From an optimization exercise on the open Yosys and OpenROAD flow, aimed at small area, a short achievable clock period and few clock cycles; shortcuts taken in it are not production practice. The RTL was checked by simulation tests, not by an equivalence proof against the original design. Power figures rest on the tool's default switching activity, not on a simulated workload.

<file path="flow/config.mk">
export PLATFORM = sky130hd
export DESIGN_NAME = hist_norm
export DESIGN_NICKNAME = hist_norm
export VERILOG_FILES = /design/flow/design.v
export SDC_FILE = /design/flow/constraint.sdc
export NUM_CORES = 4
export LEC_CHECK = 0
export CAP_MARGIN = 20
export CORE_MARGIN = 2
export CORE_UTILIZATION = 40
export SLEW_MARGIN = 20
</file>
<file path="flow/design.v">
module hist_norm (
    input  wire        clk,
    input  wire        rst,           
    input  wire        start,         
    output wire        busy,
    output wire        done,          
    output wire [7:0]  err_code,      
    output wire [8:0]  err_info,      
    output wire [8:0]  alpha,         
    output wire [7:0]  imax_o,        
    output reg         fallback,      
    output wire        raw_rd,
    output wire [8:0]  raw_addr,
    input  wire [31:0] raw_rdata,
    output wire        f_rd,
    output wire [7:0]  f_raddr,
    input  wire [11:0] f_rdata,
    output wire        f_we,
    output wire [7:0]  f_waddr,
    output wire [11:0] f_wdata
);
    localparam [3:0] S_IDLE = 4'd0,
                     S_P1   = 4'd1,     
                     S_P1E  = 4'd2,     
                     S_P2   = 4'd3,     
                     S_FX1  = 4'd4,     
                     S_FX2  = 4'd5,     
                     S_FX3  = 4'd6,     
                     S_WR   = 4'd7,     
                     S_FBS  = 4'd8,     
                     S_FBE  = 4'd9,     
                     S_FBW  = 4'd10,    
                     S_DONE = 4'd11;
    reg [3:0]  state;
    reg [8:0]  a;             
    reg [8:0]  p;             
    reg        rv;            
    reg        pv;            
    reg [31:0] din;           
    reg        dv;            
    reg [39:0] total;         
    reg [5:0]  mt;            
    reg        nz;            
    reg [8:0]  hi1;           
    reg [7:0]  imax;
    reg        e5, e6;
    reg [40:0] y;             
    reg [11:0] q;             
    reg [3:0]  j;             
    reg        bsy;           
    reg        nzc;           
    reg        more;          
    reg        we;
    reg [7:0]  waddr;
    reg [11:0] fval;
    reg [12:0] resid;         
    assign busy = (state != S_IDLE) && (state != S_DONE);
    assign done = (state == S_DONE);
    assign err_code = {5'd0, e5 | e6, e6, e5};
    assign err_info = {e6, imax & {8{e6}}};
    assign alpha    = hi1;
    assign imax_o   = imax;
    assign f_we    = we;
    assign f_waddr = waddr;
    assign f_wdata = fval;
    assign f_rd    = (state == S_FX1) || (state == S_FBS);
    assign f_raddr = a[7:0];
    assign raw_addr = {~a[8], a[7:0] ^ {8{~a[8]}}};
    assign raw_rd   = (state == S_P1) ||
                      ((state == S_P2) && more && !rv && (!dv || !bsy || (j[3:1] == 3'd0)));
    wire        din_nz = |din;
    reg  [4:0]  mc;
    integer     k;
    always @* begin
        mc = 5'd0;
        for (k = 0; k < 32; k = k + 1)
            if (din[k]) mc = k[4:0];
    end
    wire [5:0]  sdiff = mt - {1'b0, mc};
    wire [3:0]  sh    = (state != S_P2) ? 4'd0 : (sdiff > 6'd12) ? 4'd12 : sdiff[3:0];
    wire [3:0]  j0    = din_nz ? (4'd12 - sh) : 4'd0;
    wire [40:0] yload = {9'd0, din} << sh;
    wire [41:0] ydiff = {1'b0, y} - {2'b00, total};
    wire        qbit  = !ydiff[41];
    wire [40:0] ynext = qbit ? {ydiff[39:0], 1'b0} : {y[39:0], 1'b0};
    wire        rnd   = qbit | (nzc && (q == 12'd0));
    wire [11:0] fnew  = q + {11'd0, rnd};
    wire        last  = bsy && (j == 4'd0);
    wire        load  = (state == S_P2) && dv && (!bsy || last);
    wire        gt    = din > y[31:0];
    reg  [5:0]  mtn;
    always @* begin
        mtn = 6'd0;
        for (k = 0; k < 40; k = k + 1)
            if (total[k]) mtn = k[5:0];
    end
    wire [12:0] fixed = {1'b0, din[11:0]} + resid;
    always @(posedge clk) begin
        if (rst) begin
            state <= S_IDLE;
            we    <= 1'b0;
            rv    <= 1'b0;
            pv    <= 1'b0;
        end else begin
            we <= 1'b0;
            rv <= raw_rd || f_rd;
            if (rv)
                din <= (state == S_P1 || state == S_P2) ? raw_rdata : {20'd0, f_rdata};
            if (we && (state == S_P2))
                resid <= resid - {1'b0, fval};
            case (state)
            S_IDLE, S_DONE: begin
                if (start) begin
                    a      <= 9'd0;
                    p      <= 9'd0;
                    pv     <= 1'b0;
                    total  <= 40'd0;
                    y      <= 41'd0;
                    imax   <= 8'd0;
                    nz     <= 1'b0;
                    e5     <= 1'b0;
                    e6     <= 1'b0;
                    fval   <= 12'd0;
                    resid  <= 13'd2048;
                    state  <= S_P1;
                end else begin
                    state <= S_IDLE;
                end
            end
            S_P1: begin
                a  <= a + 9'd1;
                pv <= rv;
                if (pv) begin
                    p <= p + 9'd1;
                    if (!p[8]) begin
                        if (din_nz) begin
                            e6    <= 1'b1;
                            imax  <= ~p[7:0];
                            state <= S_DONE;
                        end
                    end else begin
                        total <= total + {8'd0, din};
                        if (din_nz) begin
                            nz  <= 1'b1;
                            hi1 <= {1'b0, p[7:0]} + 9'd1;
                        end
                        if (gt) begin
                            y    <= {9'd0, din};
                            imax <= p[7:0];
                        end
                        if (!din_nz && nz) begin
                            we    <= 1'b1;
                            waddr <= p[7:0];
                        end
                        if (p[7:0] == 8'd255)
                            state <= S_P1E;
                    end
                end
            end
            S_P1E: begin
                pv <= 1'b0;
                if (!nz) begin
                    e5    <= 1'b1;
                    state <= S_DONE;
                end else begin
                    mt    <= mtn;
                    a     <= 9'h100;
                    p     <= 9'h1FF;
                    dv    <= 1'b0;
                    bsy   <= 1'b0;
                    more  <= 1'b1;
                    state <= S_P2;
                end
            end
            S_P2: begin
                if (raw_rd) begin
                    a    <= a + 9'd1;
                    more <= ({1'b0, a[7:0]} + 9'd1) < hi1;
                end
                if (rv)
                    dv <= 1'b1;
                else if (load)
                    dv <= 1'b0;
                if (bsy) begin
                    y <= ynext;
                    q <= {q[10:0], qbit};
                    j <= j - 4'd1;
                end
                if (last) begin
                    fval  <= fnew;
                    we    <= 1'b1;
                    waddr <= p[7:0];
                    bsy   <= 1'b0;
                end
                if (load) begin
                    y   <= yload;
                    q   <= 12'd0;
                    j   <= j0;
                    nzc <= din_nz;
                    p   <= p + 9'd1;
                    bsy <= 1'b1;
                end
                if (!more && !rv && !dv && !bsy) begin
                    a     <= {1'b0, imax};
                    state <= S_FX1;
                end
            end
            S_FX1: state <= S_FX2;
            S_FX2: state <= S_FX3;
            S_FX3: begin
                fval  <= fixed[11:0];
                waddr <= a[7:0];
                if (!fixed[12] && (fixed != 13'd0)) begin
                    fallback <= 1'b0;
                    we       <= 1'b1;
                    state    <= S_WR;
                end else begin
                    fallback <= 1'b1;
                    a        <= 9'd0;
                    p        <= 9'd0;
                    pv       <= 1'b0;
                    y        <= 41'd0;
                    state    <= S_FBS;
                end
            end
            S_WR: state <= S_DONE;
            S_FBS: begin
                a  <= a + 9'd1;
                pv <= rv;
                if (pv) begin
                    p <= p + 9'd1;
                    if (gt) begin
                        y     <= {9'd0, din};
                        waddr <= p[7:0];
                    end
                    if (p[7:0] == 8'd255)
                        state <= S_FBE;
                end
            end
            S_FBE: begin
                fval  <= y[11:0] - 12'd1;
                we    <= 1'b1;
                resid <= resid + 13'd1;
                state <= S_FBW;
            end
            S_FBW: begin
                a     <= 9'd0;
                p     <= 9'd0;
                pv    <= 1'b0;
                y     <= 41'd0;
                state <= (resid == 13'd0) ? S_DONE : S_FBS;
            end
            default: state <= S_IDLE;
            endcase
        end
    end
endmodule
</file>
<file path="flow/run.sh">
#!/bin/bash
# synth_recipe.tcl (not shown) runs the flow's synth.tcl, then flattens the netlist and writes it again
# the make line also repeats each setting of config.mk as NAME=value (left out here)
make -C /OpenROAD-flow-scripts/flow DESIGN_CONFIG=/design/flow/config.mk WORK_HOME=/design/flow/orfs CLKGATE_MAP_FILE= SYNTH_SCRIPT=/design/flow/synth_recipe.tcl finish
</file>
<file path="flow/constraint.sdc">
create_clock -name core_clock -period 10.0 [get_ports {clk}]
set_input_delay 2.0000 -clock core_clock [delete_from_list [all_inputs] [get_ports {clk}]]
set_output_delay 2.0000 -clock core_clock [all_outputs]
set_load 0.01 [all_outputs]
</file>
==> summary.txt <==
status=no timing/DRC/antenna violations; clk latency of the worst-skew pair=about 570 ps; Post-synth EDFFs=between 200 and 250; Tcrit/Tclk final=around two thirds; critical path class=reg -> reg; commonest cells in the synthesized netlist=211 x edfxtp_1, 200 x nor2_1, 151 x ha_1; ys async rst share=0%; initial antenna violation count=1; clk slew on worst S/H paths=60 ps; Max IR drop VDD=between 150 and 200 uV; DR vias=about 18000; die area=51000 sq um; number of diodes=0; gr usage total=approximately 25%; layout net count=2504; Synth area leaders=edfxtp_1 32%, ha_1 9.6%, nor2_1 3.8%; largest net degree at the start of global routing=44; 1st-iter DRT viols=roughly 1800; global-route wire length before repair=roughly 100000 um; unrepaired setup endpoints after global routing=no; Worst setup EP type=register; leakage=around 0.0087 uW; vias per cell=6.12; # resized after CTS=0; top-count cell post-synth=edfxtp_1; hpwl dp=between 40000 and 50000 um; Clock Sinks=218; fmax=between 0.15 and 0.2 GHz; Critical Path RT=about 10000 ps; Routed WL per cell=22.1 um; Hold Vio Cnt, Final=0; startpoint types=register; Slew Limit Fails=0; area leader, netlist=edfxtp_1; Layout area overhead=13.2%; Mapped Cells=~2200; max_cap viols=0; Crit Path Max Fanout=32; ys flop type=edfxtp_1; gpl congestion=approximately 0.9; CP arrival=between 6000 and 7000 ps; PwrDens=268 nW/um^2; Initial Util=a little over 40%; grt total ovfl=0; Die Ht=between 200 and 250 um; post-synthesis cell type count=86; Initial DRT Pass Iterations=6; Ports=between 100 and 150; share of the yosys chip area belonging to registers=about a third; clk_skew=~12 ps; Yosys reg bits=between 200 and 250; Worst-Margin Slew=approximately 1100 ps; final setup violation count=0; # Post-CTS Setup Buffers=0; cts bufs inserted=27; min Tclk post-route=~6600 ps; post-synth top area share=32.2%; CTS hold repair buffers=0; Fin Hold WS=a little over 600 ps; synth warn=1; Post-Route WL=around 66000 um; Mean Syn Cell Area=between 8 and 9 sq um; vias in the first global route=~18000; fillers=~4800; Clock Tree Buf Depth=3; worst hold path class=reg -> reg; TNS Setup=0 ps; core area=around 50000 sq um; fraction of layout cells with a size suffix above 1=5.73%; synthesized area=just under 20000 sq um; # DRC=0; Slew Limit Headroom=between 20 and 30%; Clock Tree Root=clkbuf_16; CTS tree=built; Port Buffer Count=approximately 120; Max H-tree Level=1; antenna-violating nets left=0; die width=between 200 and 250 um; row cnt=81
worst max-delay path: stages, from the launching register on:
cell and delay (ps):
edfxtp_1 660, nor2_1 240, o31ai_1 100, a211oi_1 350, o31ai_1 120, a211oi_1 290
o31ai_1 110, a311oi_1 310, nor3_1 80, nor3_1 310, fa_1 370, and3_1 190
o21ai_1 70, a311oi_2 310, a21o_1 510, and2_1 210, buf_4 370, inv_1 580
a2111oi_0 570, a21o_1 150, o32ai_1 90, a311o_1 330
layer usage:
layer	GRT usage (%)	up-vias	routed length (um)
li1	-	8568	-
met1	33.9	8800	28500
met2	42.8	771	30500
met3	3.89	130	5360
met4	6.88	2	1670
met5	0	-	13
layout by cell type, fill, tap and decap left out, drive strengths merged, types with 35 or more instances in the layout:
cell type | netlist | final
a211oi | 72 | 72
a21o | 58 | 58
a21oi | 144 | 144
and2 | 35 | 35
and3 | 48 | 48
clkbuf | 70 | 37
clkdlybuf4s50 | 0 | 118
edfxtp | 211 | 211
ha | 151 | 151
inv | 151 | 152
mux2i | 41 | 41
nand2 | 145 | 145
nand3 | 68 | 68
nor2 | 201 | 201
nor3 | 78 | 78
o21ai | 128 | 128
xnor2 | 74 | 74
xor2 | 49 | 49
metrics by stage:
| stage | cell area, sq um | power (uW) | util, % | cells | setup slack, ps |
|---|---|---|---|---|---|
| final | 22300 | 5970 | 45.7 | 2985 | 3430 |
| after global routing | 22300 | 6390 | 45.7 | 2985 | 2980 |
| after floorplan | 19700 | 3930 | - | 2243 | 3930 |
| after global placement | 21400 | 4890 | 43.9 | 2935 | 3720 |
| after CTS | 22300 | 5950 | 45.7 | 2984 | 3540 |
| after detailed placement | 21400 | 4950 | 43.9 | 2935 | 3580 |
logic make-up (layout without fill, tap and decap cells):
logic type                 after synthesis  in the layout  share of synthesized area [%]
adders and majority gates              156            156                           10.1
and+or+nand+nor                        719            719                           17.8
xor gates and xnor gates               123            123                           5.47
DFF                                    218            218                           32.9
AOI/OAI and AO/OA                      684            684                           23.9
other                                    1              5                         0.0190
muxes                                   70             70                           4.09
buffers and inverters                  268            346                           5.73
cell type report:
class	instances	area (sq um)	share of cell area, %
Clock buffer	37	723	3.25
Clock inverter	12	138	0.618
Inverter	151	567	2.54
Multi-Input combinational cell	1757	12100	54.5
Sequential cell	218	6480	29.1
Tap cell	664	831	3.73
Timing Repair Buffer	146	1410	6.33
state kept, by name, summed over array words and instances, names as in the netlist, 4 cells and up:
name,count
hi1,9
q,12
mt,6
waddr,8
fval,12
total,40
imax,8
j,4
din,32
state,4
y,41
resid,13
p,9
a,9
where the power goes:
part / internal [uW] / switching [uW] / leakage (uW)
clock network: 580 / 400 / 0.000420
logic: 1350 / 1950 / 0.00619
registers: 1360 / 339 / 0.00205
path summary, 6_finish.rpt:
kind                         start              end  slack, ps  cells after the start
max               din[7]$_DFFE_PP_  y[32]$_DFFE_PP_       3430                     21
min          imax[7]$_SDFFCE_PN0P_   a[7]$_DFFE_PP_        620                      1
max reg2reg       din[7]$_DFFE_PP_  y[32]$_DFFE_PP_       3430                     21
min reg2reg  imax[7]$_SDFFCE_PN0P_   a[7]$_DFFE_PP_        620                      1
Testbench counts, summed over its fixed seeds: cycles 99,329.

==> afterwards: timing with drivers on the ports <==
The flow's constraints put no driver on any port. The routed layout listed below was extracted and timed again, unchanged, in two steps. Step 1 assumes that a clkbuf_16 drives the clock port and a buf_2 every other input. Step 2 also shifts input and output timing later by t, the mid clock arrival at the registers, as if the neighbouring blocks saw the same clock. Slacks: no drivers / after step 1 / after step 2; pairs: no drivers / after step 1.
t (ns): 0.615
slack for setup (ns): 3.433 / 3.433 / 3.433
worst setup path after step 2: register to register
worst slew at a driven data input, ns: 0.05
After both steps setup and hold are still met in this run. The setup slack of this run moves by 0.000 ns with the drivers and by 0.000 ns with both steps.
